This is an optimization exercise on Yosys and OpenROAD, whose aim is small area, a short achievable clock period and few clock cycles per item, not a production implementation.
The RTL was checked by simulation tests, not by an equivalence proof against the original design.
Power figures rest on the tool's default switching activity, not on a simulated workload.

==> design/flow/config.mk <==
export PLATFORM = sky130hd
export DESIGN_NAME = drum_mixer
export DESIGN_NICKNAME = drum_mixer
export VERILOG_FILES = /design/flow/design.v
export SDC_FILE = /design/flow/constraint.sdc
export NUM_CORES = 4
export LEC_CHECK = 0
export CAP_MARGIN = 20
export CORE_MARGIN = 2
export CORE_UTILIZATION = 60
export SLEW_MARGIN = 20
==> design/flow/constraint.sdc <==
create_clock -name core_clock -period 26.0 [get_ports {clk}]
set_input_delay 5.2000 -clock core_clock [delete_from_list [all_inputs] [get_ports {clk}]]
set_output_delay 5.2000 -clock core_clock [all_outputs]
set_load 0.01 [all_outputs]
==> design/flow/design.v <==
module drum_mixer #(
    parameter N_VOICES       = 8,
    parameter NUM_DRUMS      = 16,
    parameter BUF_SIZE       = 256,
    parameter BASE_THRESHOLD = 100,
    parameter HARDEST_HIT    = 1200
) (
    input  wire        clk,
    input  wire        rst,
    input  wire        cmd_valid,
    output reg         cmd_ready,
    input  wire [47:0] cmd_word,
    input  wire        rf_valid,
    output reg         rf_ready,
    input  wire [15:0] rf_word,
    output reg         rf_done,
    output wire        srom_rd,
    output wire [7:0]  srom_drum,
    output wire [31:0] srom_pos,
    input  wire [15:0] srom_data,
    input  wire [31:0] srom_len,
    output reg         ob_we,
    output reg         ob_buf,
    output reg  [9:0]  ob_idx,
    output reg  [15:0] ob_data,
    output reg         idle,
    output reg         err,
    output wire [7:0]  nactive,
    output wire [31:0] sample_clk
);
    localparam DIV_STEPS = 2;                   
    localparam DIVISOR   = HARDEST_HIT - BASE_THRESHOLD;
    function [31:0] inc32(input [31:0] x);
        reg [31:0] c;
        integer n;
        begin
            c[0]  = 1'b1;
            for (n = 1; n < 16; n = n + 1)
                c[n] = c[n-1] & x[n-1];
            c[16] = &x[15:0];
            for (n = 17; n < 32; n = n + 1)
                c[n] = c[n-1] & x[n-1];
            inc32 = x ^ c;
        end
    endfunction
    reg [7:0]  act;
    reg [3:0]  v_drum [0:7];
    reg [11:0] v_vel  [0:7];
    reg [31:0] v_pos  [0:7];
    reg [7:0]  nz;                   
    reg [7:0]  ge [0:7];             
    reg [3:0]  nact_r;
    reg [31:0] S;                    
    reg        c_go;                 
    reg        c_cap;                
    reg        c_pend;               
    reg        c_trig;               
    reg        c_init;               
    reg [3:0]  c_cnt;                
    reg [3:0]  c_op;
    reg        c_z0, c_b0, c_idlo;   
    reg [3:0]  c_id;
    reg [15:0] c_l;                  
    reg [10:0] c_r;                  
    reg        c_sat0, c_sat1;
    reg        rq_go;                
    reg        rq_run;               
    reg        rq_cap;               
    reg        rq_ill;               
    reg        mixing;
    reg        open;                 
    reg [8:0]  left;                 
    reg        cur_b;
    reg [7:0]  done;                 
    reg        r_val, r_first, r_emit, r_done, r_b;
    reg [7:0]  r_oh;                 
    reg [3:0]  r_drum;
    reg [31:0] r_pos;
    reg        d_val, d_rd, d_first, d_emit, d_done, d_b;
    reg [7:0]  d_oh;
    reg [31:0] d_p1;
    reg        m_val, m_rd, m_first, m_emit, m_done, m_b;
    reg [7:0]  m_oh;                 
    reg [7:0]  m_eq;                 
    reg [15:0] m_data;
    reg [18:0] acc_s, acc_c;
    reg        acc_i;
    reg        w_first;              
    assign sample_clk = S;
    assign nactive    = {4'd0, nact_r};
    reg        srom_rd_q;            
    assign srom_rd    = srom_rd_q;
    assign srom_drum  = {4'd0, r_drum};
    assign srom_pos   = r_pos;
    wire cmd_acc = cmd_valid && cmd_ready;
    wire is_nop   = (c_op == 4'd0) && c_z0 && c_idlo && (c_id == 4'd0) &&
                    (c_l == 16'd0) && c_b0;
    wire is_trig  = c_z0 && (c_op == 4'h1) && c_b0;
    wire is_trign = c_z0 && (c_op == 4'h2) && c_b0 && (c_l[15:12] == 4'd0);
    wire cmd_illegal = !(is_nop || is_trig || is_trign);
    wire cmd_alloc   = (is_trig || is_trign) && c_idlo;
    reg [10:0] dv_r;
    reg [11:0] dv_l;
    reg [11:0] dv_t;
    integer ds;
    always @(*) begin
        dv_r = c_r;
        dv_l = c_l[11:0];
        for (ds = 0; ds < DIV_STEPS; ds = ds + 1) begin
            dv_t = {dv_r, dv_l[11]};
            if (dv_t >= DIVISOR) begin
                dv_r = dv_t - DIVISOR;
                dv_l = {dv_l[10:0], 1'b1};
            end else begin
                dv_r = dv_t[10:0];
                dv_l = {dv_l[10:0], 1'b0};
            end
        end
    end
    wire [10:0] y0 = c_l[10:0] - (BASE_THRESHOLD + 1);
    wire        div_busy = c_init || (c_cnt != 4'd0);
    wire [11:0] new_vel = !c_trig ? c_l[11:0] :
                          c_sat0  ? 12'd0 :
                          c_sat1  ? 12'hFFF : c_l[11:0];
    wire rf_acc = rf_valid && rf_ready;
    wire rw_ill = (rf_word[14:10] != 5'd0) || (rf_word[9:0] > BUF_SIZE);
    wire rw_run = !rw_ill && (rf_word[9:0] != 10'd0);
    wire       kill   = m_rd && (m_eq == 8'hFF);
    wire [7:0] kill_v = kill ? m_oh : 8'd0;
    wire [7:0] act_e  = act & ~kill_v;
    wire [7:0] infl = r_oh | d_oh;
    wire [7:0] rem  = act_e & ~done;
    wire       samp_end = !open || (rem == 8'd0);
    wire [7:0] cand = (samp_end ? act_e : rem) & ~infl;
    wire [7:0] pick_oh = cand & (~cand + 8'd1);
    reg [31:0] pick_pos;
    reg [3:0]  pick_drum;
    integer pi;
    always @(*) begin
        pick_pos  = 32'd0;
        pick_drum = 4'd0;
        for (pi = 0; pi < 8; pi = pi + 1) begin
            pick_pos  = pick_pos  | (v_pos[pi]  & {32{pick_oh[pi]}});
            pick_drum = pick_drum | (v_drum[pi] & {4{pick_oh[pi]}});
        end
    end
    wire f_new   = mixing && samp_end && (left != 9'd0) &&
                   ((cand != 8'd0) || (act_e == 8'd0));
    wire f_rd    = mixing && (cand != 8'd0) && (!samp_end || (left != 9'd0));
    wire f_flush = mixing && samp_end && (left == 9'd0);
    reg [7:0] is_max;
    integer ii, jj;
    always @(*) begin
        for (ii = 0; ii < 8; ii = ii + 1) begin
            is_max[ii] = 1'b1;
            for (jj = 0; jj < 8; jj = jj + 1) begin
                if (jj > ii && !ge[ii][jj]) is_max[ii] = 1'b0;
                if (jj < ii &&  ge[jj][ii]) is_max[ii] = 1'b0;
            end
        end
    end
    wire [7:0] slot_set = (act_e != 8'hFF) ? ~act_e : is_max;
    reg [2:0] slot;
    integer si;
    always @(*) begin
        slot = 3'd0;
        for (si = 7; si >= 0; si = si - 1)
            if (slot_set[si]) slot = si[2:0];
    end
    wire do_exec = c_pend && !div_busy && !mixing && (infl == 8'd0);
    wire c_go_n   = cmd_acc;
    wire c_pend_n = c_go ? cmd_alloc : (c_pend && !do_exec);
    wire rq_go_n  = rf_acc;
    wire mixing_n = (rq_go && rq_run) || (mixing && !f_flush);
    wire cnt_z_n  = !(c_go && cmd_alloc && is_trig) && !c_init && (c_cnt <= 4'd1);
    wire exec_n   = c_pend_n && cnt_z_n && !mixing && !mixing_n && (r_oh == 8'd0);
    wire rdy_n    = !cmd_acc && !rf_acc && (!c_pend_n || exec_n);
    reg [11:0] m_vel;
    integer vi;
    always @(*) begin
        m_vel = 12'd0;
        for (vi = 0; vi < 8; vi = vi + 1)
            m_vel = m_vel | (v_vel[vi] & {12{m_oh[vi]}});
    end
    wire [15:0] s  = m_data;
    wire [11:0] v  = m_vel;
    wire [18:0] as = acc_s & {19{!m_first}};
    wire [18:0] ac = acc_c & {19{!m_first}};
    wire        ai = acc_i & !m_first;
    wire [30:0] tx, ty;
    wire t1 = (s[1] & v[11]) ^ (s[2] & v[10]) ^ (s[3] & v[9]);
    wire t2 = ((s[1] & v[11]) & (s[2] & v[10])) | ((s[1] & v[11]) & (s[3] & v[9])) | ((s[2] & v[10]) & (s[3] & v[9]));
    wire t3 = (s[2] & v[11]) ^ (s[3] & v[10]) ^ (s[4] & v[9]);
    wire t4 = ((s[2] & v[11]) & (s[3] & v[10])) | ((s[2] & v[11]) & (s[4] & v[9])) | ((s[3] & v[10]) & (s[4] & v[9]));
    wire t5 = (s[3] & v[11]) ^ (s[4] & v[10]) ^ (s[5] & v[9]);
    wire t6 = ((s[3] & v[11]) & (s[4] & v[10])) | ((s[3] & v[11]) & (s[5] & v[9])) | ((s[4] & v[10]) & (s[5] & v[9]));
    wire t7 = (s[4] & v[11]) ^ (s[5] & v[10]) ^ (s[6] & v[9]);
    wire t8 = ((s[4] & v[11]) & (s[5] & v[10])) | ((s[4] & v[11]) & (s[6] & v[9])) | ((s[5] & v[10]) & (s[6] & v[9]));
    wire t9 = (s[7] & v[8]) ^ (s[8] & v[7]);
    wire t10 = (s[7] & v[8]) & (s[8] & v[7]);
    wire t11 = (s[5] & v[11]) ^ (s[6] & v[10]) ^ (s[7] & v[9]);
    wire t12 = ((s[5] & v[11]) & (s[6] & v[10])) | ((s[5] & v[11]) & (s[7] & v[9])) | ((s[6] & v[10]) & (s[7] & v[9]));
    wire t13 = (s[0] & v[9]) ^ (s[1] & v[8]);
    wire t14 = (s[0] & v[9]) & (s[1] & v[8]);
    wire t15 = (s[0] & v[10]) ^ (s[1] & v[9]) ^ (s[2] & v[8]);
    wire t16 = ((s[0] & v[10]) & (s[1] & v[9])) | ((s[0] & v[10]) & (s[2] & v[8])) | ((s[1] & v[9]) & (s[2] & v[8]));
    wire t17 = (s[3] & v[7]) ^ (s[4] & v[6]);
    wire t18 = (s[3] & v[7]) & (s[4] & v[6]);
    wire t19 = (s[0] & v[11]) ^ (s[1] & v[10]) ^ (s[2] & v[9]);
    wire t20 = ((s[0] & v[11]) & (s[1] & v[10])) | ((s[0] & v[11]) & (s[2] & v[9])) | ((s[1] & v[10]) & (s[2] & v[9]));
    wire t21 = (s[3] & v[8]) ^ (s[4] & v[7]) ^ (s[5] & v[6]);
    wire t22 = ((s[3] & v[8]) & (s[4] & v[7])) | ((s[3] & v[8]) & (s[5] & v[6])) | ((s[4] & v[7]) & (s[5] & v[6]));
    wire t23 = (s[6] & v[5]) ^ (s[7] & v[4]);
    wire t24 = (s[6] & v[5]) & (s[7] & v[4]);
    wire t25 = (s[4] & v[8]) ^ (s[5] & v[7]) ^ (s[6] & v[6]);
    wire t26 = ((s[4] & v[8]) & (s[5] & v[7])) | ((s[4] & v[8]) & (s[6] & v[6])) | ((s[5] & v[7]) & (s[6] & v[6]));
    wire t27 = (s[7] & v[5]) ^ (s[8] & v[4]) ^ (s[9] & v[3]);
    wire t28 = ((s[7] & v[5]) & (s[8] & v[4])) | ((s[7] & v[5]) & (s[9] & v[3])) | ((s[8] & v[4]) & (s[9] & v[3]));
    wire t29 = (s[10] & v[2]) ^ (s[11] & v[1]) ^ (s[12] & v[0]);
    wire t30 = ((s[10] & v[2]) & (s[11] & v[1])) | ((s[10] & v[2]) & (s[12] & v[0])) | ((s[11] & v[1]) & (s[12] & v[0]));
    wire t31 = as[0] ^ ac[0];
    wire t32 = as[0] & ac[0];
    wire t33 = (s[5] & v[8]) ^ (s[6] & v[7]) ^ (s[7] & v[6]);
    wire t34 = ((s[5] & v[8]) & (s[6] & v[7])) | ((s[5] & v[8]) & (s[7] & v[6])) | ((s[6] & v[7]) & (s[7] & v[6]));
    wire t35 = (s[8] & v[5]) ^ (s[9] & v[4]) ^ (s[10] & v[3]);
    wire t36 = ((s[8] & v[5]) & (s[9] & v[4])) | ((s[8] & v[5]) & (s[10] & v[3])) | ((s[9] & v[4]) & (s[10] & v[3]));
    wire t37 = (s[11] & v[2]) ^ (s[12] & v[1]) ^ (s[13] & v[0]);
    wire t38 = ((s[11] & v[2]) & (s[12] & v[1])) | ((s[11] & v[2]) & (s[13] & v[0])) | ((s[12] & v[1]) & (s[13] & v[0]));
    wire t39 = as[1] ^ ac[1] ^ t2;
    wire t40 = (as[1] & ac[1]) | (as[1] & t2) | (ac[1] & t2);
    wire t41 = (s[6] & v[8]) ^ (s[7] & v[7]) ^ (s[8] & v[6]);
    wire t42 = ((s[6] & v[8]) & (s[7] & v[7])) | ((s[6] & v[8]) & (s[8] & v[6])) | ((s[7] & v[7]) & (s[8] & v[6]));
    wire t43 = (s[9] & v[5]) ^ (s[10] & v[4]) ^ (s[11] & v[3]);
    wire t44 = ((s[9] & v[5]) & (s[10] & v[4])) | ((s[9] & v[5]) & (s[11] & v[3])) | ((s[10] & v[4]) & (s[11] & v[3]));
    wire t45 = (s[12] & v[2]) ^ (s[13] & v[1]) ^ (s[14] & v[0]);
    wire t46 = ((s[12] & v[2]) & (s[13] & v[1])) | ((s[12] & v[2]) & (s[14] & v[0])) | ((s[13] & v[1]) & (s[14] & v[0]));
    wire t47 = as[2] ^ ac[2] ^ t4;
    wire t48 = (as[2] & ac[2]) | (as[2] & t4) | (ac[2] & t4);
    wire t49 = (s[9] & v[6]) ^ (s[10] & v[5]) ^ (s[11] & v[4]);
    wire t50 = ((s[9] & v[6]) & (s[10] & v[5])) | ((s[9] & v[6]) & (s[11] & v[4])) | ((s[10] & v[5]) & (s[11] & v[4]));
    wire t51 = (s[12] & v[3]) ^ (s[13] & v[2]) ^ (s[14] & v[1]);
    wire t52 = ((s[12] & v[3]) & (s[13] & v[2])) | ((s[12] & v[3]) & (s[14] & v[1])) | ((s[13] & v[2]) & (s[14] & v[1]));
    wire t53 = ~(s[15] & v[0]) ^ 1'b1 ^ as[3];
    wire t54 = (~(s[15] & v[0]) & 1'b1) | (~(s[15] & v[0]) & as[3]) | (1'b1 & as[3]);
    wire t55 = ac[3] ^ t6 ^ t7;
    wire t56 = (ac[3] & t6) | (ac[3] & t7) | (t6 & t7);
    wire t57 = (s[8] & v[8]) ^ (s[9] & v[7]) ^ (s[10] & v[6]);
    wire t58 = ((s[8] & v[8]) & (s[9] & v[7])) | ((s[8] & v[8]) & (s[10] & v[6])) | ((s[9] & v[7]) & (s[10] & v[6]));
    wire t59 = (s[11] & v[5]) ^ (s[12] & v[4]) ^ (s[13] & v[3]);
    wire t60 = ((s[11] & v[5]) & (s[12] & v[4])) | ((s[11] & v[5]) & (s[13] & v[3])) | ((s[12] & v[4]) & (s[13] & v[3]));
    wire t61 = (s[14] & v[2]) ^ ~(s[15] & v[1]) ^ as[4];
    wire t62 = ((s[14] & v[2]) & ~(s[15] & v[1])) | ((s[14] & v[2]) & as[4]) | (~(s[15] & v[1]) & as[4]);
    wire t63 = ac[4] ^ t8 ^ t10;
    wire t64 = (ac[4] & t8) | (ac[4] & t10) | (t8 & t10);
    wire t65 = (s[6] & v[11]) ^ (s[7] & v[10]) ^ (s[8] & v[9]);
    wire t66 = ((s[6] & v[11]) & (s[7] & v[10])) | ((s[6] & v[11]) & (s[8] & v[9])) | ((s[7] & v[10]) & (s[8] & v[9]));
    wire t67 = (s[9] & v[8]) ^ (s[10] & v[7]) ^ (s[11] & v[6]);
    wire t68 = ((s[9] & v[8]) & (s[10] & v[7])) | ((s[9] & v[8]) & (s[11] & v[6])) | ((s[10] & v[7]) & (s[11] & v[6]));
    wire t69 = (s[12] & v[5]) ^ (s[13] & v[4]) ^ (s[14] & v[3]);
    wire t70 = ((s[12] & v[5]) & (s[13] & v[4])) | ((s[12] & v[5]) & (s[14] & v[3])) | ((s[13] & v[4]) & (s[14] & v[3]));
    wire t71 = ~(s[15] & v[2]) ^ as[5] ^ ac[5];
    wire t72 = (~(s[15] & v[2]) & as[5]) | (~(s[15] & v[2]) & ac[5]) | (as[5] & ac[5]);
    wire t73 = (s[7] & v[11]) ^ (s[8] & v[10]) ^ (s[9] & v[9]);
    wire t74 = ((s[7] & v[11]) & (s[8] & v[10])) | ((s[7] & v[11]) & (s[9] & v[9])) | ((s[8] & v[10]) & (s[9] & v[9]));
    wire t75 = (s[10] & v[8]) ^ (s[11] & v[7]) ^ (s[12] & v[6]);
    wire t76 = ((s[10] & v[8]) & (s[11] & v[7])) | ((s[10] & v[8]) & (s[12] & v[6])) | ((s[11] & v[7]) & (s[12] & v[6]));
    wire t77 = (s[13] & v[5]) ^ (s[14] & v[4]) ^ ~(s[15] & v[3]);
    wire t78 = ((s[13] & v[5]) & (s[14] & v[4])) | ((s[13] & v[5]) & ~(s[15] & v[3])) | ((s[14] & v[4]) & ~(s[15] & v[3]));
    wire t79 = (s[8] & v[11]) ^ (s[9] & v[10]) ^ (s[10] & v[9]);
    wire t80 = ((s[8] & v[11]) & (s[9] & v[10])) | ((s[8] & v[11]) & (s[10] & v[9])) | ((s[9] & v[10]) & (s[10] & v[9]));
    wire t81 = (s[11] & v[8]) ^ (s[12] & v[7]) ^ (s[13] & v[6]);
    wire t82 = ((s[11] & v[8]) & (s[12] & v[7])) | ((s[11] & v[8]) & (s[13] & v[6])) | ((s[12] & v[7]) & (s[13] & v[6]));
    wire t83 = (s[9] & v[11]) ^ (s[10] & v[10]) ^ (s[11] & v[9]);
    wire t84 = ((s[9] & v[11]) & (s[10] & v[10])) | ((s[9] & v[11]) & (s[11] & v[9])) | ((s[10] & v[10]) & (s[11] & v[9]));
    wire t85 = (s[0] & v[6]) ^ (s[1] & v[5]);
    wire t86 = (s[0] & v[6]) & (s[1] & v[5]);
    wire t87 = (s[0] & v[7]) ^ (s[1] & v[6]) ^ (s[2] & v[5]);
    wire t88 = ((s[0] & v[7]) & (s[1] & v[6])) | ((s[0] & v[7]) & (s[2] & v[5])) | ((s[1] & v[6]) & (s[2] & v[5]));
    wire t89 = (s[3] & v[4]) ^ (s[4] & v[3]);
    wire t90 = (s[3] & v[4]) & (s[4] & v[3]);
    wire t91 = (s[0] & v[8]) ^ (s[1] & v[7]) ^ (s[2] & v[6]);
    wire t92 = ((s[0] & v[8]) & (s[1] & v[7])) | ((s[0] & v[8]) & (s[2] & v[6])) | ((s[1] & v[7]) & (s[2] & v[6]));
    wire t93 = (s[3] & v[5]) ^ (s[4] & v[4]) ^ (s[5] & v[3]);
    wire t94 = ((s[3] & v[5]) & (s[4] & v[4])) | ((s[3] & v[5]) & (s[5] & v[3])) | ((s[4] & v[4]) & (s[5] & v[3]));
    wire t95 = (s[6] & v[2]) ^ (s[7] & v[1]);
    wire t96 = (s[6] & v[2]) & (s[7] & v[1]);
    wire t97 = (s[2] & v[7]) ^ (s[3] & v[6]) ^ (s[4] & v[5]);
    wire t98 = ((s[2] & v[7]) & (s[3] & v[6])) | ((s[2] & v[7]) & (s[4] & v[5])) | ((s[3] & v[6]) & (s[4] & v[5]));
    wire t99 = (s[5] & v[4]) ^ (s[6] & v[3]) ^ (s[7] & v[2]);
    wire t100 = ((s[5] & v[4]) & (s[6] & v[3])) | ((s[5] & v[4]) & (s[7] & v[2])) | ((s[6] & v[3]) & (s[7] & v[2]));
    wire t101 = (s[8] & v[1]) ^ (s[9] & v[0]) ^ t13;
    wire t102 = ((s[8] & v[1]) & (s[9] & v[0])) | ((s[8] & v[1]) & t13) | ((s[9] & v[0]) & t13);
    wire t103 = (s[5] & v[5]) ^ (s[6] & v[4]) ^ (s[7] & v[3]);
    wire t104 = ((s[5] & v[5]) & (s[6] & v[4])) | ((s[5] & v[5]) & (s[7] & v[3])) | ((s[6] & v[4]) & (s[7] & v[3]));
    wire t105 = (s[8] & v[2]) ^ (s[9] & v[1]) ^ (s[10] & v[0]);
    wire t106 = ((s[8] & v[2]) & (s[9] & v[1])) | ((s[8] & v[2]) & (s[10] & v[0])) | ((s[9] & v[1]) & (s[10] & v[0]));
    wire t107 = t14 ^ t15 ^ t17;
    wire t108 = (t14 & t15) | (t14 & t17) | (t15 & t17);
    wire t109 = (s[8] & v[3]) ^ (s[9] & v[2]) ^ (s[10] & v[1]);
    wire t110 = ((s[8] & v[3]) & (s[9] & v[2])) | ((s[8] & v[3]) & (s[10] & v[1])) | ((s[9] & v[2]) & (s[10] & v[1]));
    wire t111 = (s[11] & v[0]) ^ t16 ^ t18;
    wire t112 = ((s[11] & v[0]) & t16) | ((s[11] & v[0]) & t18) | (t16 & t18);
    wire t113 = t19 ^ t21 ^ t23;
    wire t114 = (t19 & t21) | (t19 & t23) | (t21 & t23);
    wire t115 = ai ^ t1 ^ t20;
    wire t116 = (ai & t1) | (ai & t20) | (t1 & t20);
    wire t117 = t22 ^ t24 ^ t25;
    wire t118 = (t22 & t24) | (t22 & t25) | (t24 & t25);
    wire t119 = t27 ^ t29 ^ t31;
    wire t120 = (t27 & t29) | (t27 & t31) | (t29 & t31);
    wire t121 = t3 ^ t26 ^ t28;
    wire t122 = (t3 & t26) | (t3 & t28) | (t26 & t28);
    wire t123 = t30 ^ t32 ^ t33;
    wire t124 = (t30 & t32) | (t30 & t33) | (t32 & t33);
    wire t125 = t35 ^ t37 ^ t39;
    wire t126 = (t35 & t37) | (t35 & t39) | (t37 & t39);
    wire t127 = t5 ^ t34 ^ t36;
    wire t128 = (t5 & t34) | (t5 & t36) | (t34 & t36);
    wire t129 = t38 ^ t40 ^ t41;
    wire t130 = (t38 & t40) | (t38 & t41) | (t40 & t41);
    wire t131 = t43 ^ t45 ^ t47;
    wire t132 = (t43 & t45) | (t43 & t47) | (t45 & t47);
    wire t133 = t9 ^ t42 ^ t44;
    wire t134 = (t9 & t42) | (t9 & t44) | (t42 & t44);
    wire t135 = t46 ^ t48 ^ t49;
    wire t136 = (t46 & t48) | (t46 & t49) | (t48 & t49);
    wire t137 = t51 ^ t53 ^ t55;
    wire t138 = (t51 & t53) | (t51 & t55) | (t53 & t55);
    wire t139 = t11 ^ t50 ^ t52;
    wire t140 = (t11 & t50) | (t11 & t52) | (t50 & t52);
    wire t141 = t54 ^ t56 ^ t57;
    wire t142 = (t54 & t56) | (t54 & t57) | (t56 & t57);
    wire t143 = t59 ^ t61 ^ t63;
    wire t144 = (t59 & t61) | (t59 & t63) | (t61 & t63);
    wire t145 = t12 ^ t58 ^ t60;
    wire t146 = (t12 & t58) | (t12 & t60) | (t58 & t60);
    wire t147 = t62 ^ t64 ^ t65;
    wire t148 = (t62 & t64) | (t62 & t65) | (t64 & t65);
    wire t149 = t67 ^ t69 ^ t71;
    wire t150 = (t67 & t69) | (t67 & t71) | (t69 & t71);
    wire t151 = as[6] ^ ac[6] ^ t66;
    wire t152 = (as[6] & ac[6]) | (as[6] & t66) | (ac[6] & t66);
    wire t153 = t68 ^ t70 ^ t72;
    wire t154 = (t68 & t70) | (t68 & t72) | (t70 & t72);
    wire t155 = t73 ^ t75 ^ t77;
    wire t156 = (t73 & t75) | (t73 & t77) | (t75 & t77);
    wire t157 = (s[14] & v[5]) ^ ~(s[15] & v[4]) ^ as[7];
    wire t158 = ((s[14] & v[5]) & ~(s[15] & v[4])) | ((s[14] & v[5]) & as[7]) | (~(s[15] & v[4]) & as[7]);
    wire t159 = ac[7] ^ t74 ^ t76;
    wire t160 = (ac[7] & t74) | (ac[7] & t76) | (t74 & t76);
    wire t161 = t78 ^ t79 ^ t81;
    wire t162 = (t78 & t79) | (t78 & t81) | (t79 & t81);
    wire t163 = (s[12] & v[8]) ^ (s[13] & v[7]) ^ (s[14] & v[6]);
    wire t164 = ((s[12] & v[8]) & (s[13] & v[7])) | ((s[12] & v[8]) & (s[14] & v[6])) | ((s[13] & v[7]) & (s[14] & v[6]));
    wire t165 = ~(s[15] & v[5]) ^ as[8] ^ ac[8];
    wire t166 = (~(s[15] & v[5]) & as[8]) | (~(s[15] & v[5]) & ac[8]) | (as[8] & ac[8]);
    wire t167 = t80 ^ t82 ^ t83;
    wire t168 = (t80 & t82) | (t80 & t83) | (t82 & t83);
    wire t169 = (s[10] & v[11]) ^ (s[11] & v[10]) ^ (s[12] & v[9]);
    wire t170 = ((s[10] & v[11]) & (s[11] & v[10])) | ((s[10] & v[11]) & (s[12] & v[9])) | ((s[11] & v[10]) & (s[12] & v[9]));
    wire t171 = (s[13] & v[8]) ^ (s[14] & v[7]) ^ ~(s[15] & v[6]);
    wire t172 = ((s[13] & v[8]) & (s[14] & v[7])) | ((s[13] & v[8]) & ~(s[15] & v[6])) | ((s[14] & v[7]) & ~(s[15] & v[6]));
    wire t173 = as[9] ^ ac[9] ^ t84;
    wire t174 = (as[9] & ac[9]) | (as[9] & t84) | (ac[9] & t84);
    wire t175 = (s[11] & v[11]) ^ (s[12] & v[10]) ^ (s[13] & v[9]);
    wire t176 = ((s[11] & v[11]) & (s[12] & v[10])) | ((s[11] & v[11]) & (s[13] & v[9])) | ((s[12] & v[10]) & (s[13] & v[9]));
    wire t177 = (s[14] & v[8]) ^ ~(s[15] & v[7]) ^ as[10];
    wire t178 = ((s[14] & v[8]) & ~(s[15] & v[7])) | ((s[14] & v[8]) & as[10]) | (~(s[15] & v[7]) & as[10]);
    wire t179 = (s[12] & v[11]) ^ (s[13] & v[10]) ^ (s[14] & v[9]);
    wire t180 = ((s[12] & v[11]) & (s[13] & v[10])) | ((s[12] & v[11]) & (s[14] & v[9])) | ((s[13] & v[10]) & (s[14] & v[9]));
    wire t181 = (s[0] & v[4]) ^ (s[1] & v[3]);
    wire t182 = (s[0] & v[4]) & (s[1] & v[3]);
    wire t183 = (s[0] & v[5]) ^ (s[1] & v[4]) ^ (s[2] & v[3]);
    wire t184 = ((s[0] & v[5]) & (s[1] & v[4])) | ((s[0] & v[5]) & (s[2] & v[3])) | ((s[1] & v[4]) & (s[2] & v[3]));
    wire t185 = (s[3] & v[2]) ^ (s[4] & v[1]);
    wire t186 = (s[3] & v[2]) & (s[4] & v[1]);
    wire t187 = (s[2] & v[4]) ^ (s[3] & v[3]) ^ (s[4] & v[2]);
    wire t188 = ((s[2] & v[4]) & (s[3] & v[3])) | ((s[2] & v[4]) & (s[4] & v[2])) | ((s[3] & v[3]) & (s[4] & v[2]));
    wire t189 = (s[5] & v[1]) ^ (s[6] & v[0]) ^ t85;
    wire t190 = ((s[5] & v[1]) & (s[6] & v[0])) | ((s[5] & v[1]) & t85) | ((s[6] & v[0]) & t85);
    wire t191 = (s[5] & v[2]) ^ (s[6] & v[1]) ^ (s[7] & v[0]);
    wire t192 = ((s[5] & v[2]) & (s[6] & v[1])) | ((s[5] & v[2]) & (s[7] & v[0])) | ((s[6] & v[1]) & (s[7] & v[0]));
    wire t193 = t86 ^ t87 ^ t89;
    wire t194 = (t86 & t87) | (t86 & t89) | (t87 & t89);
    wire t195 = (s[8] & v[0]) ^ t88 ^ t90;
    wire t196 = ((s[8] & v[0]) & t88) | ((s[8] & v[0]) & t90) | (t88 & t90);
    wire t197 = t91 ^ t93 ^ t95;
    wire t198 = (t91 & t93) | (t91 & t95) | (t93 & t95);
    wire t199 = t92 ^ t94 ^ t96;
    wire t200 = (t92 & t94) | (t92 & t96) | (t94 & t96);
    wire t201 = t97 ^ t99 ^ t101;
    wire t202 = (t97 & t99) | (t97 & t101) | (t99 & t101);
    wire t203 = t98 ^ t100 ^ t102;
    wire t204 = (t98 & t100) | (t98 & t102) | (t100 & t102);
    wire t205 = t103 ^ t105 ^ t107;
    wire t206 = (t103 & t105) | (t103 & t107) | (t105 & t107);
    wire t207 = t104 ^ t106 ^ t108;
    wire t208 = (t104 & t106) | (t104 & t108) | (t106 & t108);
    wire t209 = t109 ^ t111 ^ t113;
    wire t210 = (t109 & t111) | (t109 & t113) | (t111 & t113);
    wire t211 = t110 ^ t112 ^ t114;
    wire t212 = (t110 & t112) | (t110 & t114) | (t112 & t114);
    wire t213 = t115 ^ t117 ^ t119;
    wire t214 = (t115 & t117) | (t115 & t119) | (t117 & t119);
    wire t215 = t116 ^ t118 ^ t120;
    wire t216 = (t116 & t118) | (t116 & t120) | (t118 & t120);
    wire t217 = t121 ^ t123 ^ t125;
    wire t218 = (t121 & t123) | (t121 & t125) | (t123 & t125);
    wire t219 = t122 ^ t124 ^ t126;
    wire t220 = (t122 & t124) | (t122 & t126) | (t124 & t126);
    wire t221 = t127 ^ t129 ^ t131;
    wire t222 = (t127 & t129) | (t127 & t131) | (t129 & t131);
    wire t223 = t128 ^ t130 ^ t132;
    wire t224 = (t128 & t130) | (t128 & t132) | (t130 & t132);
    wire t225 = t133 ^ t135 ^ t137;
    wire t226 = (t133 & t135) | (t133 & t137) | (t135 & t137);
    wire t227 = t134 ^ t136 ^ t138;
    wire t228 = (t134 & t136) | (t134 & t138) | (t136 & t138);
    wire t229 = t139 ^ t141 ^ t143;
    wire t230 = (t139 & t141) | (t139 & t143) | (t141 & t143);
    wire t231 = t140 ^ t142 ^ t144;
    wire t232 = (t140 & t142) | (t140 & t144) | (t142 & t144);
    wire t233 = t145 ^ t147 ^ t149;
    wire t234 = (t145 & t147) | (t145 & t149) | (t147 & t149);
    wire t235 = t146 ^ t148 ^ t150;
    wire t236 = (t146 & t148) | (t146 & t150) | (t148 & t150);
    wire t237 = t151 ^ t153 ^ t155;
    wire t238 = (t151 & t153) | (t151 & t155) | (t153 & t155);
    wire t239 = t152 ^ t154 ^ t156;
    wire t240 = (t152 & t154) | (t152 & t156) | (t154 & t156);
    wire t241 = t157 ^ t159 ^ t161;
    wire t242 = (t157 & t159) | (t157 & t161) | (t159 & t161);
    wire t243 = t158 ^ t160 ^ t162;
    wire t244 = (t158 & t160) | (t158 & t162) | (t160 & t162);
    wire t245 = t163 ^ t165 ^ t167;
    wire t246 = (t163 & t165) | (t163 & t167) | (t165 & t167);
    wire t247 = t164 ^ t166 ^ t168;
    wire t248 = (t164 & t166) | (t164 & t168) | (t166 & t168);
    wire t249 = t169 ^ t171 ^ t173;
    wire t250 = (t169 & t171) | (t169 & t173) | (t171 & t173);
    wire t251 = ac[10] ^ t170 ^ t172;
    wire t252 = (ac[10] & t170) | (ac[10] & t172) | (t170 & t172);
    wire t253 = t174 ^ t175 ^ t177;
    wire t254 = (t174 & t175) | (t174 & t177) | (t175 & t177);
    wire t255 = ~(s[15] & v[8]) ^ as[11] ^ ac[11];
    wire t256 = (~(s[15] & v[8]) & as[11]) | (~(s[15] & v[8]) & ac[11]) | (as[11] & ac[11]);
    wire t257 = t176 ^ t178 ^ t179;
    wire t258 = (t176 & t178) | (t176 & t179) | (t178 & t179);
    wire t259 = (s[13] & v[11]) ^ (s[14] & v[10]) ^ ~(s[15] & v[9]);
    wire t260 = ((s[13] & v[11]) & (s[14] & v[10])) | ((s[13] & v[11]) & ~(s[15] & v[9])) | ((s[14] & v[10]) & ~(s[15] & v[9]));
    wire t261 = as[12] ^ ac[12] ^ t180;
    wire t262 = (as[12] & ac[12]) | (as[12] & t180) | (ac[12] & t180);
    wire t263 = (s[14] & v[11]) ^ ~(s[15] & v[10]) ^ as[13];
    wire t264 = ((s[14] & v[11]) & ~(s[15] & v[10])) | ((s[14] & v[11]) & as[13]) | (~(s[15] & v[10]) & as[13]);
    wire t265 = (s[0] & v[3]) ^ (s[1] & v[2]);
    wire t266 = (s[0] & v[3]) & (s[1] & v[2]);
    wire t267 = (s[2] & v[2]) ^ (s[3] & v[1]) ^ (s[4] & v[0]);
    wire t268 = ((s[2] & v[2]) & (s[3] & v[1])) | ((s[2] & v[2]) & (s[4] & v[0])) | ((s[3] & v[1]) & (s[4] & v[0]));
    wire t269 = (s[5] & v[0]) ^ t182 ^ t183;
    wire t270 = ((s[5] & v[0]) & t182) | ((s[5] & v[0]) & t183) | (t182 & t183);
    wire t271 = t184 ^ t186 ^ t187;
    wire t272 = (t184 & t186) | (t184 & t187) | (t186 & t187);
    wire t273 = t188 ^ t190 ^ t191;
    wire t274 = (t188 & t190) | (t188 & t191) | (t190 & t191);
    wire t275 = t192 ^ t194 ^ t195;
    wire t276 = (t192 & t194) | (t192 & t195) | (t194 & t195);
    wire t277 = t196 ^ t198 ^ t199;
    wire t278 = (t196 & t198) | (t196 & t199) | (t198 & t199);
    wire t279 = t200 ^ t202 ^ t203;
    wire t280 = (t200 & t202) | (t200 & t203) | (t202 & t203);
    wire t281 = t204 ^ t206 ^ t207;
    wire t282 = (t204 & t206) | (t204 & t207) | (t206 & t207);
    wire t283 = t208 ^ t210 ^ t211;
    wire t284 = (t208 & t210) | (t208 & t211) | (t210 & t211);
    wire t285 = t212 ^ t214 ^ t215;
    wire t286 = (t212 & t214) | (t212 & t215) | (t214 & t215);
    wire t287 = t216 ^ t218 ^ t219;
    wire t288 = (t216 & t218) | (t216 & t219) | (t218 & t219);
    wire t289 = t220 ^ t222 ^ t223;
    wire t290 = (t220 & t222) | (t220 & t223) | (t222 & t223);
    wire t291 = t224 ^ t226 ^ t227;
    wire t292 = (t224 & t226) | (t224 & t227) | (t226 & t227);
    wire t293 = t228 ^ t230 ^ t231;
    wire t294 = (t228 & t230) | (t228 & t231) | (t230 & t231);
    wire t295 = t232 ^ t234 ^ t235;
    wire t296 = (t232 & t234) | (t232 & t235) | (t234 & t235);
    wire t297 = t236 ^ t238 ^ t239;
    wire t298 = (t236 & t238) | (t236 & t239) | (t238 & t239);
    wire t299 = t240 ^ t242 ^ t243;
    wire t300 = (t240 & t242) | (t240 & t243) | (t242 & t243);
    wire t301 = t244 ^ t246 ^ t247;
    wire t302 = (t244 & t246) | (t244 & t247) | (t246 & t247);
    wire t303 = t248 ^ t250 ^ t251;
    wire t304 = (t248 & t250) | (t248 & t251) | (t250 & t251);
    wire t305 = t252 ^ t254 ^ t255;
    wire t306 = (t252 & t254) | (t252 & t255) | (t254 & t255);
    wire t307 = t256 ^ t258 ^ t259;
    wire t308 = (t256 & t258) | (t256 & t259) | (t258 & t259);
    wire t309 = ac[13] ^ t260 ^ t262;
    wire t310 = (ac[13] & t260) | (ac[13] & t262) | (t260 & t262);
    wire t311 = ~(s[15] & v[11]) ^ as[14] ^ ac[14];
    wire t312 = (~(s[15] & v[11]) & as[14]) | (~(s[15] & v[11]) & ac[14]) | (as[14] & ac[14]);
    wire t313 = 1'b1 ^ as[15];
    wire t314 = 1'b1 & as[15];
    wire t315 = 1'b1 ^ as[16];
    wire t316 = 1'b1 & as[16];
    wire t317 = 1'b1 ^ as[17];
    wire t318 = 1'b1 & as[17];
    wire t319 = 1'b1 ^ as[18];
    wire t320 = 1'b1 & as[18];
    wire t321 = (s[0] & v[2]) ^ (s[1] & v[1]);
    wire t322 = (s[0] & v[2]) & (s[1] & v[1]);
    wire t323 = (s[2] & v[1]) ^ (s[3] & v[0]) ^ t265;
    wire t324 = ((s[2] & v[1]) & (s[3] & v[0])) | ((s[2] & v[1]) & t265) | ((s[3] & v[0]) & t265);
    wire t325 = t181 ^ t266 ^ t267;
    wire t326 = (t181 & t266) | (t181 & t267) | (t266 & t267);
    wire t327 = t185 ^ t268 ^ t269;
    wire t328 = (t185 & t268) | (t185 & t269) | (t268 & t269);
    wire t329 = t189 ^ t270 ^ t271;
    wire t330 = (t189 & t270) | (t189 & t271) | (t270 & t271);
    wire t331 = t193 ^ t272 ^ t273;
    wire t332 = (t193 & t272) | (t193 & t273) | (t272 & t273);
    wire t333 = t197 ^ t274 ^ t275;
    wire t334 = (t197 & t274) | (t197 & t275) | (t274 & t275);
    wire t335 = t201 ^ t276 ^ t277;
    wire t336 = (t201 & t276) | (t201 & t277) | (t276 & t277);
    wire t337 = t205 ^ t278 ^ t279;
    wire t338 = (t205 & t278) | (t205 & t279) | (t278 & t279);
    wire t339 = t209 ^ t280 ^ t281;
    wire t340 = (t209 & t280) | (t209 & t281) | (t280 & t281);
    wire t341 = t213 ^ t282 ^ t283;
    wire t342 = (t213 & t282) | (t213 & t283) | (t282 & t283);
    wire t343 = t217 ^ t284 ^ t285;
    wire t344 = (t217 & t284) | (t217 & t285) | (t284 & t285);
    wire t345 = t221 ^ t286 ^ t287;
    wire t346 = (t221 & t286) | (t221 & t287) | (t286 & t287);
    wire t347 = t225 ^ t288 ^ t289;
    wire t348 = (t225 & t288) | (t225 & t289) | (t288 & t289);
    wire t349 = t229 ^ t290 ^ t291;
    wire t350 = (t229 & t290) | (t229 & t291) | (t290 & t291);
    wire t351 = t233 ^ t292 ^ t293;
    wire t352 = (t233 & t292) | (t233 & t293) | (t292 & t293);
    wire t353 = t237 ^ t294 ^ t295;
    wire t354 = (t237 & t294) | (t237 & t295) | (t294 & t295);
    wire t355 = t241 ^ t296 ^ t297;
    wire t356 = (t241 & t296) | (t241 & t297) | (t296 & t297);
    wire t357 = t245 ^ t298 ^ t299;
    wire t358 = (t245 & t298) | (t245 & t299) | (t298 & t299);
    wire t359 = t249 ^ t300 ^ t301;
    wire t360 = (t249 & t300) | (t249 & t301) | (t300 & t301);
    wire t361 = t253 ^ t302 ^ t303;
    wire t362 = (t253 & t302) | (t253 & t303) | (t302 & t303);
    wire t363 = t257 ^ t304 ^ t305;
    wire t364 = (t257 & t304) | (t257 & t305) | (t304 & t305);
    wire t365 = t261 ^ t306 ^ t307;
    wire t366 = (t261 & t306) | (t261 & t307) | (t306 & t307);
    wire t367 = t263 ^ t308 ^ t309;
    wire t368 = (t263 & t308) | (t263 & t309) | (t308 & t309);
    wire t369 = t264 ^ t310 ^ t311;
    wire t370 = (t264 & t310) | (t264 & t311) | (t310 & t311);
    wire t371 = ac[15] ^ t312 ^ t313;
    wire t372 = (ac[15] & t312) | (ac[15] & t313) | (t312 & t313);
    wire t373 = ac[16] ^ t314 ^ t315;
    wire t374 = (ac[16] & t314) | (ac[16] & t315) | (t314 & t315);
    wire t375 = ac[17] ^ t316 ^ t317;
    wire t376 = (ac[17] & t316) | (ac[17] & t317) | (t316 & t317);
    wire t377 = ac[18] ^ t318 ^ t319;
    wire t378 = (ac[18] & t318) | (ac[18] & t319) | (t318 & t319);
    assign tx[0] = (s[0] & v[0]);
    assign ty[0] = 1'b0;
    assign tx[1] = (s[0] & v[1]);
    assign ty[1] = (s[1] & v[0]);
    assign tx[2] = (s[2] & v[0]);
    assign ty[2] = t321;
    assign tx[3] = t322;
    assign ty[3] = t323;
    assign tx[4] = t324;
    assign ty[4] = t325;
    assign tx[5] = t326;
    assign ty[5] = t327;
    assign tx[6] = t328;
    assign ty[6] = t329;
    assign tx[7] = t330;
    assign ty[7] = t331;
    assign tx[8] = t332;
    assign ty[8] = t333;
    assign tx[9] = t334;
    assign ty[9] = t335;
    assign tx[10] = t336;
    assign ty[10] = t337;
    assign tx[11] = t338;
    assign ty[11] = t339;
    assign tx[12] = t340;
    assign ty[12] = t341;
    assign tx[13] = t342;
    assign ty[13] = t343;
    assign tx[14] = t344;
    assign ty[14] = t345;
    assign tx[15] = t346;
    assign ty[15] = t347;
    assign tx[16] = t348;
    assign ty[16] = t349;
    assign tx[17] = t350;
    assign ty[17] = t351;
    assign tx[18] = t352;
    assign ty[18] = t353;
    assign tx[19] = t354;
    assign ty[19] = t355;
    assign tx[20] = t356;
    assign ty[20] = t357;
    assign tx[21] = t358;
    assign ty[21] = t359;
    assign tx[22] = t360;
    assign ty[22] = t361;
    assign tx[23] = t362;
    assign ty[23] = t363;
    assign tx[24] = t364;
    assign ty[24] = t365;
    assign tx[25] = t366;
    assign ty[25] = t367;
    assign tx[26] = t368;
    assign ty[26] = t369;
    assign tx[27] = t370;
    assign ty[27] = t371;
    assign tx[28] = t372;
    assign ty[28] = t373;
    assign tx[29] = t374;
    assign ty[29] = t375;
    assign tx[30] = t376;
    assign ty[30] = t377;
    wire        lo_c = ({1'b0, tx[11:0]} + {1'b0, ty[11:0]}) >> 12;
    wire [19:0] acc_w = {acc_s, 1'b1} + {acc_c, acc_i};
    wire [18:0] acc   = acc_w[19:1];
    wire        sat_hi  = !acc[18] && (acc[17:11] != 7'h00);
    wire        sat_lo  =  acc[18] && (acc[17:11] != 7'h7F);
    wire [11:0] mix     = sat_hi ? 12'h7FF : sat_lo ? 12'h800 : acc[11:0];
    always @(posedge clk) begin
        if (rst) begin
            cmd_ready <= 1'b0;
            rf_ready  <= 1'b0;
            c_cap     <= 1'b1;
            rq_cap    <= 1'b1;
            c_go      <= 1'b0;
            c_pend    <= 1'b0;
            c_init    <= 1'b0;
            c_cnt     <= 4'd0;
            rq_go     <= 1'b0;
            mixing    <= 1'b0;
            err       <= 1'b0;
            S         <= 32'd0;
            act       <= 8'd0;
            r_val     <= 1'b0;
            srom_rd_q <= 1'b0;
            d_val     <= 1'b0;
            m_val     <= 1'b0;
            ob_we     <= 1'b0;
            rf_done   <= 1'b0;
            w_first   <= 1'b1;
            idle      <= 1'b0;
        end else begin
            cmd_ready <= rdy_n;
            rf_ready  <= rdy_n && !mixing_n;
            c_cap     <= rdy_n;
            rq_cap    <= rdy_n && !mixing_n;
            c_go      <= c_go_n;
            c_pend    <= c_pend_n;
            rq_go     <= rq_go_n;
            mixing    <= mixing_n;
            if ((c_go && cmd_illegal) || (rq_go && rq_ill))
                err <= 1'b1;
            if (c_go) begin
                c_init <= cmd_alloc && is_trig;
            end else if (c_init) begin
                c_init <= 1'b0;
                c_cnt  <= 4'd12 / DIV_STEPS;
            end else if (c_cnt != 4'd0) begin
                c_cnt  <= c_cnt - 4'd1;
            end
            if (f_new)
                S <= inc32(S);
            act <= act_e;
            if (do_exec)
                act[slot] <= 1'b1;
            r_val   <= f_new || f_rd || f_flush || (rq_go && !rq_run);
            srom_rd_q <= f_rd;
            d_val   <= r_val;
            m_val   <= d_val;
            ob_we   <= m_val && m_emit;
            rf_done <= m_val && m_done;
            if (m_val && m_emit)
                w_first <= 1'b0;
            if (m_val && m_done)
                w_first <= 1'b1;
            idle <= !mixing && !c_pend && !c_go && !rq_go && !r_val && !d_val &&
                    !m_val && !cmd_acc && !rf_acc;
        end
    end
    integer q;
    always @(posedge clk) begin
        if (c_cap) begin
            c_op   <= cmd_word[47:44];
            c_z0   <= (cmd_word[43:40] == 4'd0);
            c_idlo <= (cmd_word[39:36] == 4'd0);
            c_id   <= cmd_word[35:32];
            c_b0   <= (cmd_word[15:0] == 16'd0);
        end
        if (c_init) begin
            c_sat0 <= (c_l <= BASE_THRESHOLD);
            c_sat1 <= (c_l >= HARDEST_HIT);
            c_r    <= y0;
        end else if (c_cnt != 4'd0) begin
            c_r    <= dv_r;
        end
        if (c_init)
            c_l    <= {4'd0, 1'b1, ~y0};
        else if (c_cnt != 4'd0)
            c_l    <= {4'd0, dv_l};
        else if (c_cap)
            c_l    <= cmd_word[31:16];
        if (c_go)
            c_trig <= is_trig;
        if (rq_cap) begin
            left   <= rf_word[8:0];
            rq_ill <= rw_ill;
            rq_run <= rw_run;
            cur_b <= rf_word[15];
        end
        if (rq_cap)
            open <= 1'b0;
        if (f_new) begin
            open <= 1'b1;
            left <= left - 9'd1;
            done <= 8'd0;
        end
        if (f_rd) begin
            if (!samp_end) done <= done | pick_oh;
            else           done <= pick_oh;
        end
        nz <= nz | d_oh;
        for (q = 0; q < 8; q = q + 1)
            if ((do_exec && slot == q) || d_oh[q])
                v_pos[q] <= d_rd ? d_p1 : 32'd0;
        if (do_exec) begin
            nz[slot]     <= 1'b0;
            v_drum[slot] <= c_id;
            v_vel[slot]  <= new_vel;
            for (q = 0; q < 8; q = q + 1) begin
                if (q < slot) ge[q][slot] <= 1'b1;
                if (q > slot) ge[slot][q] <= !nz[q];
            end
        end
        nact_r <= act[0] + act[1] + act[2] + act[3] + act[4] + act[5] + act[6] + act[7];
        r_oh    <= f_rd ? pick_oh : 8'd0;
        r_first <= f_new;
        r_emit  <= (f_new && open) || f_flush;
        r_done  <= f_flush || (rq_go && !rq_run);
        r_b     <= cur_b;
        r_drum  <= pick_drum;
        r_pos   <= pick_pos;
        d_rd    <= |r_oh;
        d_oh    <= r_oh;
        d_first <= r_first;
        d_emit  <= r_emit;
        d_done  <= r_done;
        d_b     <= r_b;
        d_p1    <= inc32(r_pos);
        m_rd    <= d_rd;
        m_first <= d_val && d_first;
        m_emit  <= d_emit;
        m_done  <= d_done;
        m_b     <= d_b;
        m_oh    <= d_oh;
        m_data  <= srom_data;
        for (q = 0; q < 8; q = q + 1)
            m_eq[q] <= (srom_len[4*q +: 4] == d_p1[4*q +: 4]);
        acc_s   <= tx[30:12];
        acc_c   <= ty[30:12];
        acc_i   <= lo_c;
        ob_buf  <= m_b;
        ob_data <= {4'b0011, ~mix[11], mix[10:0]};
        if (m_val && m_emit)
            ob_idx <= w_first ? 10'd0 : inc32({22'd0, ob_idx});
    end
endmodule
==> design/flow/flow/run.sh <==
#!/bin/bash
# The standard layout, with two changes: the port buffers are buf_2 cells
# instead of the flow's default (a slow delay buffer), and clock tree
# synthesis inserts no dummy loads.  Everything else is standard.sh.
set -euo pipefail
bash standard.sh \
  "BUFFER_PORTS_ARGS=-buffer_cell sky130_fd_sc_hd__buf_2" \
  "CTS_ARGS=-sink_clustering_enable -repair_clock_nets -buf_list sky130_fd_sc_hd__clkbuf_16 -dont_use_dummy_load" \
  finish > make_finish.log 2>&1
==> design/flow/standard.sh <==
#!/bin/bash
# synth_recipe.tcl (not shown) runs the flow's synth.tcl, then flattens the netlist and writes it again
# the make line also repeats each setting of config.mk as NAME=value (left out here)
make -C /OpenROAD-flow-scripts/flow DESIGN_CONFIG=/design/flow/config.mk WORK_HOME=/design/flow/orfs CLKGATE_MAP_FILE= SYNTH_SCRIPT=/design/flow/synth_recipe.tcl "${@:-finish}"
==> results.rst <==
.. list-table::
   :header-rows: 1

   * - Metric
     - Value
   * - Area Overhead vs Synth
     - 10.7%
   * - Cell-by-cell listing of the critical path
     - buf_2
   * - Comb power frac
     - 20.5%
   * - Via count of the routed design
     - ~22,000
   * - Cells after synthesis
     - 2,849
   * - Via density per instance
     - a little under 6
   * - Number of violations reported at the end of detailed-routing iteration 0
     - roughly 1,700
   * - H-tree levels
     - 3
   * - Max-slew headroom at the worst pin
     - 25.9%
   * - Crit path time final
     - around 6.4 ns
   * - Worst setup path startpoint
     - S[12]$_SDFFE_PP0P_
   * - Switch share
     - roughly 28%
   * - Final TNS setup
     - 0 ns
   * - Final-report setup violation count
     - 0
   * - Tot GR Track Use
     - a little over a quarter
   * - Hold buffers post-CTS
     - 0
   * - Hold Crit Start
     - r_done$_DFF_P_
   * - Max incr delay on CP
     - 0.41 ns
   * - Wire length of the first global-routing pass
     - roughly 130,000 um
   * - Max stage delay cell, worst path
     - dfxtp_1
   * - Total number of nets in the final design
     - ~3,500
   * - Reg2reg start
     - m_oh[5]$_DFF_P_
   * - Flip-flop cell with the highest count after synthesis
     - edfxtp_1
   * - Total net switching power
     - slightly above 800 uW
   * - Required time reported for the critical path endpoint
     - approximately 21 ns
   * - Total of warnings raised by yosys
     - 2
   * - IR Drop Worst-Case VDD
     - roughly 0.1 mV
   * - Die Footprint
     - about 60,000 sq um
   * - CTS clock-pin slew for the worst setup and hold paths
     - 0.06 ns
   * - Standby leakage power
     - about 0.016 uW
   * - Sequential fraction of the synthesis area
     - between 50 and 60%
   * - Crit start category
     - flop
   * - Power density over the cells
     - around 76 nW/um^2
   * - Cell area after synthesis
     - between 30,000 and 40,000 sq um
   * - Half-perimeter wire length after detailed placement
     - around 54,000 um
   * - Count of clock tree sinks
     - 739
   * - Number of design rule violations left after detail routing
     - 0
   * - # Max-Cap Violations
     - 0
   * - Post-synth EDFFs
     - approximately 480
   * - I/O pins
     - between 200 and 250
   * - Final setup skew
     - 0.0731 ns
   * - Category of the worst setup path capture point
     - output port
   * - Highest achievable clock rate
     - between 150 and 200 MHz
   * - CTS tree
     - built
   * - Hold violation count in the final report
     - 0
   * - Drt first pass iters
     - 8
   * - Resize count post-CTS
     - 0
   * - Number of buffers inserted during clock tree synthesis
     - 77
   * - Post-synthesis async set-or-reset flop share
     - 0%
   * - Ant diodes
     - 0
   * - Kind of critical path
     - flop to output port
   * - Min-Delay Path Class
     - flop to flop
   * - Total congestion overflow after global routing
     - 0
   * - Buffers inserted by post-CTS timing repair
     - 0
   * - Slew Viols, Final
     - 0
   * - Port Buf Inserts
     - 217
   * - Starting density of the core
     - about three fifths
   * - Run status
     - timing/DRC/antenna clean
   * - Maximum number of pins on one net before global-route repair
     - between 70 and 80
   * - Cell class contributing the biggest share of worst-path delay
     - flip-flops
   * - Critical path arrival
     - around 1.2 ns
   * - Skew-Pair Late Insertion Delay
     - approximately 0.63 ns
   * - Total internal power
     - 2120 uW
   * - Wire per inst
     - 21.1 um
   * - Share of total power in sequential cells
     - 48.1%
   * - Slew at the pin closest to its max-slew limit
     - 1.11 ns
   * - Number of rows created at floorplan
     - 88
   * - Horiz. Die Dim
     - 246 um
   * - Longest Clk Path Bufs
     - 3
   * - Number of library cell types mapped by synthesis
     - between 80 and 90
   * - Post-route clock period utilization
     - 24.6%
   * - Unrepaired setup endpoints after global routing
     - false
   * - Total wire length
     - about 80,000 um
   * - Crit-path max FO
     - 4
   * - Pwr Total
     - around 2900 uW
   * - Register bit total from synthesis
     - approximately 740
   * - Antenna violation net count after detailed routing
     - 0
   * - Post-placement setup slack
     - 19.55 ns
   * - Initial antenna violation count
     - 0
   * - Height of the die
     - roughly 250 um
   * - Worst Path Buf+Inv
     - 1
   * - Share of final-layout standard cells stronger than drive strength 1
     - about an eighth
   * - Number of global-route vias before repair
     - approximately 23,000
   * - Clock network fraction of design power
     - a little under a third
   * - Average instance area after synthesis
     - approximately 12 sq um
   * - Final setup slack of the worst path
     - roughly 20 ns
   * - RD Place Congestion
     - between 0.8 and 0.9
   * - Root buffer cell
     - clkbuf_16
   * - Core Region
     - roughly 58,000 sq um
==> sequential cells by signal, indices dropped and copies added (netlist names), 9 cells and up <==
register and cells:
c_r 11, acc_c 19, left 9, m_data 16, v_pos 256, ob_data 12, ge 28, v_drum 32
ob_idx 10, S 32, r_pos 32, d_p1 32, v_vel 96, c_l 16, acc_s 19
==> power groups by stage <==
stage               clock [uW]  combinational [uW]  sequential (uW)
finish                     920                 599             1410
global route               977                 689             1420
CTS                        938                 602             1410
detailed placement           0                 596             1430
global placement             0                 577             1430
floorplan                    0                 467             1410
==> through the flow <==
stage | instances | util [%] | hold slack, ns | cell area, sq um
6_report | 3815 | 67.2 | 0.326 | 38800
4_1_cts | 3815 | 67.2 | 0.325 | 38800
2_1_floorplan | 2859 | - | 0.310 | 35100
3_3_place_gp | 3736 | 63.8 | 0.311 | 36800
3_5_place_dp | 3738 | 63.9 | 0.315 | 36800
5_1_grt | 3815 | 67.2 | 0.336 | 38800
==> cells in the final DEF, fill, tap and decap left out, types with 12 or more instances in the layout <==
cell type,n
nor4_1,34
o2bb2a_1,36
fa_1,176
nor2_1,103
nand2_1,330
o211a_1,37
o21ai_0,51
dfxtp_1,259
o21a_1,27
buf_2,217
nand4_1,32
xnor2_1,25
nor3_1,26
nand3_1,27
mux2i_1,15
a21o_1,17
ha_1,124
buf_4,31
inv_1,257
or3_1,13
edfxtp_1,478
and2_1,125
nand2b_1,25
a21oi_1,95
clkbuf_16,77
o21ai_1,20
a222oi_1,36
nor2b_1,29
a22oi_1,85
conb_1,12
xor2_1,58
==> cells in the mapped netlist, drive strengths merged, types with 28 or more instances <==
| cell type | number | share of area (%) |
|---|---|---|
| buf | 41 | 0.77 |
| nor4 | 35 | 0.63 |
| nand3 | 28 | 0.44 |
| o211a | 37 | 1.1 |
| edfxtp | 478 | 41 |
| a21oi | 96 | 1.4 |
| inv | 260 | 2.8 |
| nand4 | 33 | 0.63 |
| a222oi | 36 | 1.0 |
| o21ai | 72 | 1.0 |
| a22oi | 85 | 1.8 |
| dfxtp | 261 | 15 |
| and2 | 125 | 2.2 |
| o2bb2a | 36 | 1.0 |
| nor2b | 30 | 0.54 |
| xor2 | 58 | 1.5 |
| ha | 124 | 4.4 |
| nor2 | 107 | 1.2 |
| nand2b | 30 | 0.54 |
| fa | 176 | 10 |
| clkbuf | 95 | 1.0 |
| nand2 | 331 | 3.6 |
==> worst paths after layout <==
path / to / slack [ns] / depth (start not counted)
setup / recovery: sample_clk[12] / 19.60 / 1
hold / removal: d_done$_DFF_P_ / 0.33 / 0
setup reg to reg: v_vel[0][8]$_DFFE_PP_ / 21.20 / 8
hold reg to reg: d_done$_DFF_P_ / 0.33 / 0
==> final cells by class <==
class                      instances  area [sq um]
sequential                       739         19600
fill                            4338         18900
timing repair buffer             250          1360
tap                              765           957
multi-input combinational       1724         14000
clock buffer                      77          1930
inverter                         260           976
==> per-layer routing <==
layer,vias to the layer above,wire length [um],global-route usage [%]
li1,10410,-,-
met5,-,0,0
met2,717,38100,43.7
met3,121,5680,5.77
met1,11115,34900,37.5
met4,0,1700,7.22
==> logic make-up (layout without fill, tap and decap cells) <==
kind of cell    Yosys count  in the layout  share of synthesized area (%)
other cells               2             12                         0.0214
simple gates            801            801                           11.3
fa+ha+maj               300            300                           14.5
buf+inv                 396            587                           4.57
mux                      16             16                          0.461
flops                   739            739                           55.9
xor+xnor                 83             83                           2.08
compound gates          512            512                           11.2
Testbench counts, summed over its fixed seeds: cycles 128,851, items 24,576.

[what the ideal ports hide]
No port has a modelled driver above. Below, the same layout with a new extraction and two added sets of constraints. Step 1 assumes that a clkbuf_16 drives the clock port and a buf_2 every other input. Step 2 times the ports against the registers' clock, not the clock port: input delays grow and output delays shrink by t, the midpoint of the rising clock arrivals with the driver on. Three values: ideal, step 1, step 2; two values: the first two.
t (ns): 0.658
slack for setup (ns): 19.596 / 19.531 / 19.537
worst setup path at the end: input to register
latest minus earliest clock arrival (ns): 0.077 / 0.076
cell pins on the clock port's net: 1
After both steps setup and hold are still met in this run. The setup slack of this run moves by -0.065 ns with the drivers and by -0.059 ns with both steps.
